From an optimization exercise on the open Yosys and OpenROAD flow, aimed at small area; shortcuts taken in it are not production practice.
In this exercise RTL edits were held to simulation tests only and were not proved equivalent to the original.
Power and IR drop assume default switching activity.

## flow/design.v (module list and top-level ports; edited modules follow where they fit)
// module ipt_block: 911 lines
// module ipt_aoi222: 3 lines
// module ipt_nand2: 3 lines
// module ipt_a21oi: 3 lines
// module ipt_o21ai: 3 lines
// module ipt_dec: 17 lines
// module ipt_nor2: 3 lines
// module ipt_nand2b: 3 lines
module ipt_block (
    input  wire         clk,
    input  wire         rst,
    input  wire         cmd_valid,
    input  wire [63:0]  cmd_word,
    output wire         cmd_ready,
    input  wire         tick,
    output reg          resp_valid,
    output reg  [31:0]  resp_data,
    output reg          invoke_valid,
    output wire [31:0]  invoke_ref,
    output wire [138:0] irq_en,
    output wire [416:0] irq_pri,
    output wire [3:0]   exc_en,
    output wire [20:0]  exc_pri
);
  // ...
==> flow/flow/run.sh <==
#!/bin/bash
# Standard ORFS layout (the standard.sh) with these changes: ports are
# buffered with the smallest buffer cell, and clock tree synthesis uses
# clkbuf_8 cells in clusters of at most 14 sinks, with no dummy loads.
set -euo pipefail
bash standard.sh synth > synth_make.log 2>&1
bash standard.sh \
  "BUFFER_PORTS_ARGS=-buffer_cell sky130_fd_sc_hd__buf_1" \
  "CTS_ARGS=-sink_clustering_enable -repair_clock_nets -dont_use_dummy_load -buf_list sky130_fd_sc_hd__clkbuf_8 -sink_clustering_size 14 -sink_clustering_max_diameter 60" \
  finish > layout_make.log 2>&1
==> flow/standard.sh <==
#!/bin/bash
# synth_recipe.tcl (not shown) runs the flow's synth.tcl, then flattens the netlist and writes it again
# the make line also repeats each setting of config.mk as NAME=value (left out here)
make -C /OpenROAD-flow-scripts/flow DESIGN_CONFIG=/design/flow/config.mk WORK_HOME=/design/flow/orfs CLKGATE_MAP_FILE= SYNTH_SCRIPT=/design/flow/synth_recipe.tcl "${@:-finish}"
==> flow/config.mk <==
export PLATFORM = sky130hd
export DESIGN_NAME = ipt_block
export DESIGN_NICKNAME = ipt_block
export VERILOG_FILES = /design/flow/design.v
export SDC_FILE = /design/flow/constraint.sdc
export NUM_CORES = 4
export LEC_CHECK = 0
export CAP_MARGIN = 20
export CORE_MARGIN = 2
export CORE_UTILIZATION = 45
export SLEW_MARGIN = 20
export SYNTH_HIERARCHICAL = 1
==> flow/constraint.sdc <==
create_clock -name core_clock -period 8.0 [get_ports {clk}]
set_input_delay 1.6000 -clock core_clock [delete_from_list [all_inputs] [get_ports {clk}]]
set_output_delay 1.6000 -clock core_clock [all_outputs]
set_load 0.01 [all_outputs]
==> reports/results.txt, run 1 <==
After clock tree synthesis, the clock-pin slew on the worst setup and hold paths is 0.09 ns. The pre-antenna-repair detailed-routing pass consisted of 10 iterations. Global routing used 38.8% of the available tracks.

The share of final-layout standard cells stronger than drive strength 1 works out to 7.93%. In this run the worst setup path begins at cmd_word[58]. TritonCTS created 60 clock buffers. The finished cells cover 33900 sq um. The met3 usage was 10.1%. Number of gates on the worst path with buffers counted: 12. The number of H-tree branching levels was 2.

The wire length of the first global-routing pass was 182 mm; the final core utilization was 53.7%. The number of buffer and inverter instances along the worst setup path came out at 3. After the first detailed-routing iteration, the DRC count stood at 4908. The run finished with no timing, DRC or antenna violations.

The run gives 7070 uW as the final total power. The run gives 20700 sq um as the sequential cell area. Row generation in the floorplan step produced 92 rows. Counting cells, the worst reg-to-reg path comes to 25. The tools report the sort of element at the start of the critical path as an input pin. The clock network accounts for 25.9% of the total power. In this run the standard cell core region covers 63200 sq um. For this design the ratio of total power to cell area is 208 nW/um^2. Sequential fraction of total cell area: 60.9%.

The cell type contributing the most total cell area after synthesis was sky130_fd_sc_hd__edfxtp_1. Max-cap violations in this run came to 0. The startpoint identified for the worst hold timing path is st_pend. After detailed routing, the total wire length is 132 mm. TritonCTS built the clock tree. The startpoint identified for the worst register-to-register timing path is cur[1]. For the worst-skew pair, the clock arrives at the later sink with an insertion delay of 0.72 ns. In this design, the stage delay of the slowest critical-path cell is 0.75 ns. The detailed-route DRC error count is 0, and the die height is 257 um.
==> run 2: changes to the inputs <==
--- a/flow/config.mk
+++ b/flow/config.mk
@@ -7,6 +7,7 @@
 export LEC_CHECK = 0
 export CAP_MARGIN = 20
 export CORE_MARGIN = 2
-export CORE_UTILIZATION = 45
+export CORE_UTILIZATION = 55
+export PLACE_DENSITY = 0.72
 export SLEW_MARGIN = 20
 export SYNTH_HIERARCHICAL = 1
==> run 2 against run 1 <==
Still clean on timing, DRC and antenna. Non-clock buffer count is 9 higher. Global-route usage is 5.8 points higher. Utilization is 12 points higher. Clock skew is 0.012 ns lower. Flip-flop and latch count stayed put. Final cell count is 4.2% lower. Synthesized area stayed put. Register-to-register slack worse by 0.13 ns. Maximum frequency is 0.74% higher. Largest cell class unchanged.
==> reports/results.txt, run 2 <==
The number of core rows is 83 (-9.8%), and the post-CTS setup repair buffer count is 0. The worst IR drop on VDD is 191 uV. The run gives 11 (+1) as the number of detailed-routing iterations run before antenna repair. Once the floorplan was initialized, standard cells occupied 55.9% of the core.

The register with the most flip-flops in the layout has 417 of them. Detailed placement ended at an HPWL of 92.3 mm. Clock tree synthesis selected as its root buffer the cell sky130_fd_sc_hd__clkbuf_8. Hold buffer count at cts: 0. The die height came out at 233 um (-9.4%). The gate count after technology mapping was 2031. The net count after synthesis is 2119. The max-capacitance violation count came out at 0 (unchanged). Leaving out fill and tap cells, the most frequent cells in the layout are sky130_fd_sc_hd__buf_1 (714), sky130_fd_sc_hd__edfxtp_1 (658), sky130_fd_sc_hd__nor2_1 (341), sky130_fd_sc_hd__a222oi_1 (215), sky130_fd_sc_hd__nand2_1 (150). Data on the critical path is required at its endpoint by 8.41 ns. The detailed-route DRC error count was 0 (unchanged). The flow ran to the end and the layout has no timing, DRC or antenna violations. The logs give 0.183 GHz for the maximum clock rate and 28800 sq um for the post-synth design cell area. The logs give 4939 (+0.63%) for the first-iteration detailed-routing DRC count and 59 (-1.7%) for the number of CTS-inserted buffers. The share of Yosys cell area claimed by the top area cell type is 68.5%. The synthesis-to-finish area growth came out at 17.1%. The run gives 7 as the total of warnings raised by yosys. Setup violations remaining at the end of the flow were counted as 0.

The count of buffers from port buffering works out to 715. The part of the Yosys area used for sequential elements is 71.7%, and the worst max-slew margin expressed relative to the limit is 13.1%. The logs give 169 mm (-7.3%) for the wire length of the first global-routing pass and 7020 uW (-0.72%) for the final total power.

The category of the critical setup timing path is input pin to flip-flop. The tools report the number of global-route vias before repair as 23000. Counting flops with an async set or reset pin after synthesis yields a share of 0%. The worst-path maximum fanout was 5; the insertion delay to the later sink of the worst-skew pair was 0.73 ns (about the same). In the final timing run, aggregate negative setup slack is 0 ns.

Global routing finished with a remaining overflow of 0. For this run, the leading register cell type out of synthesis is sky130_fd_sc_hd__edfxtp_1. Die area: 54300 sq um.

On the final layout, the worst clock skew is 0.0657 ns. The count of flip-flops with a built-in enable after synthesis works out to 658. Commonest non-fill, non-tap cell in the layout: sky130_fd_sc_hd__buf_1. The final wirelength is 124 mm (-6.3%), and the sequential cell area is 20700 sq um (unchanged). Summed over all instances, the cell type with the most area after synthesis is sky130_fd_sc_hd__edfxtp_1. The combined global-route utilization of all metal layers came out at 44.6% (+5.8 points).

The clock-pin slew on the worst setup and hold paths is 0.08 ns (about the same). The clock period minus final worst setup slack was 5.46 ns. Counting along the longest clock path gives a buffer depth of 3. The worst setup path is launched from an input pin. In the post-synthesis netlist, the biggest area contributors are sky130_fd_sc_hd__edfxtp_1 (69%), sky130_fd_sc_hd__a222oi_1 (7.5%), sky130_fd_sc_hd__nor2_1 (4.5%).

Counting distinct cell types in the post-synthesis netlist gives 56. The die is 233 um wide. The path class of the tightest hold or removal check is flip-flop to flip-flop. The tools report the area taken by multi-input logic gates as 8060 sq um. Dividing the final minimum period by the clock period gives 68.3%. The share of final-layout standard cells stronger than drive strength 1 works out to 8.12% (+0.19 points). TritonCTS built the clock tree. Logic depth of the worst register-to-register path: 25 (unchanged). Entering global routing, the biggest net connects 138 pins. The core area is 51600 sq um (-18%). The largest registers in the layout are ipri: 417 flops, en: 139 flops. The count of nets left with antenna violations once routing finished came out at 0. Setup repair after global routing left no endpoint under its margin. At the pin with the least slew margin, the transition time is 1.30 ns.

The max-slew violation total from the final report was 0. By count the netlist is led by sky130_fd_sc_hd__edfxtp_1 (658), sky130_fd_sc_hd__nor2_1 (345), sky130_fd_sc_hd__a222oi_1 (215), sky130_fd_sc_hd__nand2_1 (150), sky130_fd_sc_hd__a21oi_1 (65). The average vias per placed instance was 6.97.

After synthesis, the mean cell area works out to 14.2 sq um. The number of H-tree branching levels was 2 (unchanged). Ranked by flip-flop count, first place goes to ipri. The run gives 0.486 ns as the worst hold margin. Data arrives at the worst endpoint at 5.88 ns.

Counting flops and latches in the post-synthesis netlist gives 704. The post-cts repair resize count is 0. Detailed routing inserted a total of 24500 vias. For the number of antenna violations at the first check in global routing, the log shows 4. The tools report the standby leakage power as 0.0105 uW. The I/O pin total is 716. The total power density per cell area was 208 nW/um^2 (-0.19%); the count of final hold-check violations was 0. The number of filler cells placed in the layout is 3918. Most frequent cell after synthesis: sky130_fd_sc_hd__edfxtp_1. The worst setup path is captured at a flip-flop. The final weighted congestion of routability-driven global placement was 1.05.

The final net count came out at 2923. The clock drives 704 sinks. Dividing the detail-routed wire length by the instance count gives 35.2 um. The worst hold path cell count was 2.
-- run 2: cells by family (layout without fill, tap and decap cells) --
logic type,count (synthesis),count (layout),share of synthesized area (%)
AO/OA/AOI/OAI,385,385,10.9
XOR/XNOR,67,67,2.04
adder cells (fa/ha/maj),20,20,0.868
buffers and inverters,73,875,0.994
flip-flops,704,704,71.7
multiplexers,35,35,1.36
other,0,5,0
AND/OR/NAND/NOR,747,747,12.1
-- run 2: cell type report --
type	instances	share of cell area (%)
well taps	680	2.52
clock buffers	59	2.40
repair buffers	788	9.64
flip-flops and latches	704	61.2
inverters	28	0.311
diodes	5	0.0371
multi-input cells	1254	23.9
-- run 2: where the power goes --
part           switching [uW]  total [uW]  internal, uW  leakage, uW
clock network            1140        1800           655     0.000424
logic                     577         758           181      0.00405
registers                 194        4470          4270      0.00606
total                    1910        7020          5110       0.0105
-- run 2: metal layers --
layer	track usage [%]	vias to the layer above	wire length (um)
li1	-	9799	-
met1	53.6	11900	39400
met2	70.9	2356	57300
met3	12.4	474	17300
met4	28.8	0	9910
met5	0	-	0
-- run 2: Yosys stat by module, one instance, submodules excluded, excerpt --
module / area (sq um) / cells
ipt_a21oi: 8.76 / 1
ipt_nor2: 3.75 / 1
ipt_block: 24600 / 1363
ipt_nand2: 3.75 / 1
ipt_aoi222: 10.0 / 1
ipt_nand2b: 6.26 / 1
ipt_o21ai: 5.00 / 1
-- run 2: critical path, stage by stage --
cell and delay (ns):
sky130_fd_sc_hd__buf_1 0.13, sky130_fd_sc_hd__ha_1 0.35, sky130_fd_sc_hd__a21oi_2 0.08, sky130_fd_sc_hd__o21ai_1 0.24, sky130_fd_sc_hd__a21oi_2 0.11, sky130_fd_sc_hd__o21ai_1 0.24, sky130_fd_sc_hd__a21oi_2 0.10, sky130_fd_sc_hd__o21ai_1 0.25
sky130_fd_sc_hd__a21oi_2 0.11, sky130_fd_sc_hd__o21ai_1 0.24, sky130_fd_sc_hd__a21oi_2 0.10, sky130_fd_sc_hd__o21ai_1 0.25, sky130_fd_sc_hd__a21oi_2 0.10, sky130_fd_sc_hd__o21ai_1 0.25, sky130_fd_sc_hd__a21oi_2 0.10, sky130_fd_sc_hd__o21ai_1 0.25
sky130_fd_sc_hd__a21oi_2 0.11, sky130_fd_sc_hd__o21ai_1 0.27, sky130_fd_sc_hd__a21oi_2 0.11, sky130_fd_sc_hd__o21ai_1 0.25, sky130_fd_sc_hd__a21oi_2 0.09, sky130_fd_sc_hd__xor2_1 0.16, sky130_fd_sc_hd__xnor2_1 0.18, sky130_fd_sc_hd__nand2_1 0.09
sky130_fd_sc_hd__o21ai_0 0.10
-- run 2: worst paths after layout --
check                    from            end  slack (ns)
setup reg to reg       cur[1]  resp_data[23]        3.28
hold / removal        st_pend        st_pend        0.49
setup / recovery  cmd_word[1]        cur[23]        2.54
hold reg to reg       st_pend        st_pend        0.49
-- run 2: metrics by stage --
stage	setup WS (ns)	instances	util, %	area, sq um
global route	2.18	3516	65.4	33800
global placement	2.05	3452	63.7	32900
floorplan	0.968	2031	-	28800
finish	2.54	3518	65.4	33800
CTS	2.62	3512	65.3	33700
detailed placement	1.90	3453	63.8	32900

afterwards: timing with drivers on the ports:
Ports are ideal in the flow. The routed layouts listed here were re-timed in OpenROAD. Step 1, drivers: a clkbuf_16 drives clk and a buf_2 each remaining input, both assumed. Step 2 moves the port delays by t, midway between the first and last clock arrival at a register: inputs arrive t later, outputs are due t later. That takes back most of the time a late clock gives input paths. a / b / c = ideal / step 1 / step 2; a / b = the first two.
| run | shift t [ns] | setup WS [ns] | worst setup path at the end | cell pins on the clock port's net |
|---|---|---|---|---|
| run 1 | 0.742 | 2.495 / 2.476 / 1.734 | input to register | 1 |
| run 2 | 0.761 | 2.535 / 2.573 / 1.812 | input to register | 1 |
After both steps every run listed still meets setup and hold. For run 1, which loses most, drivers alone change the setup slack by -0.019 ns; drivers and shift together by -0.761 ns.
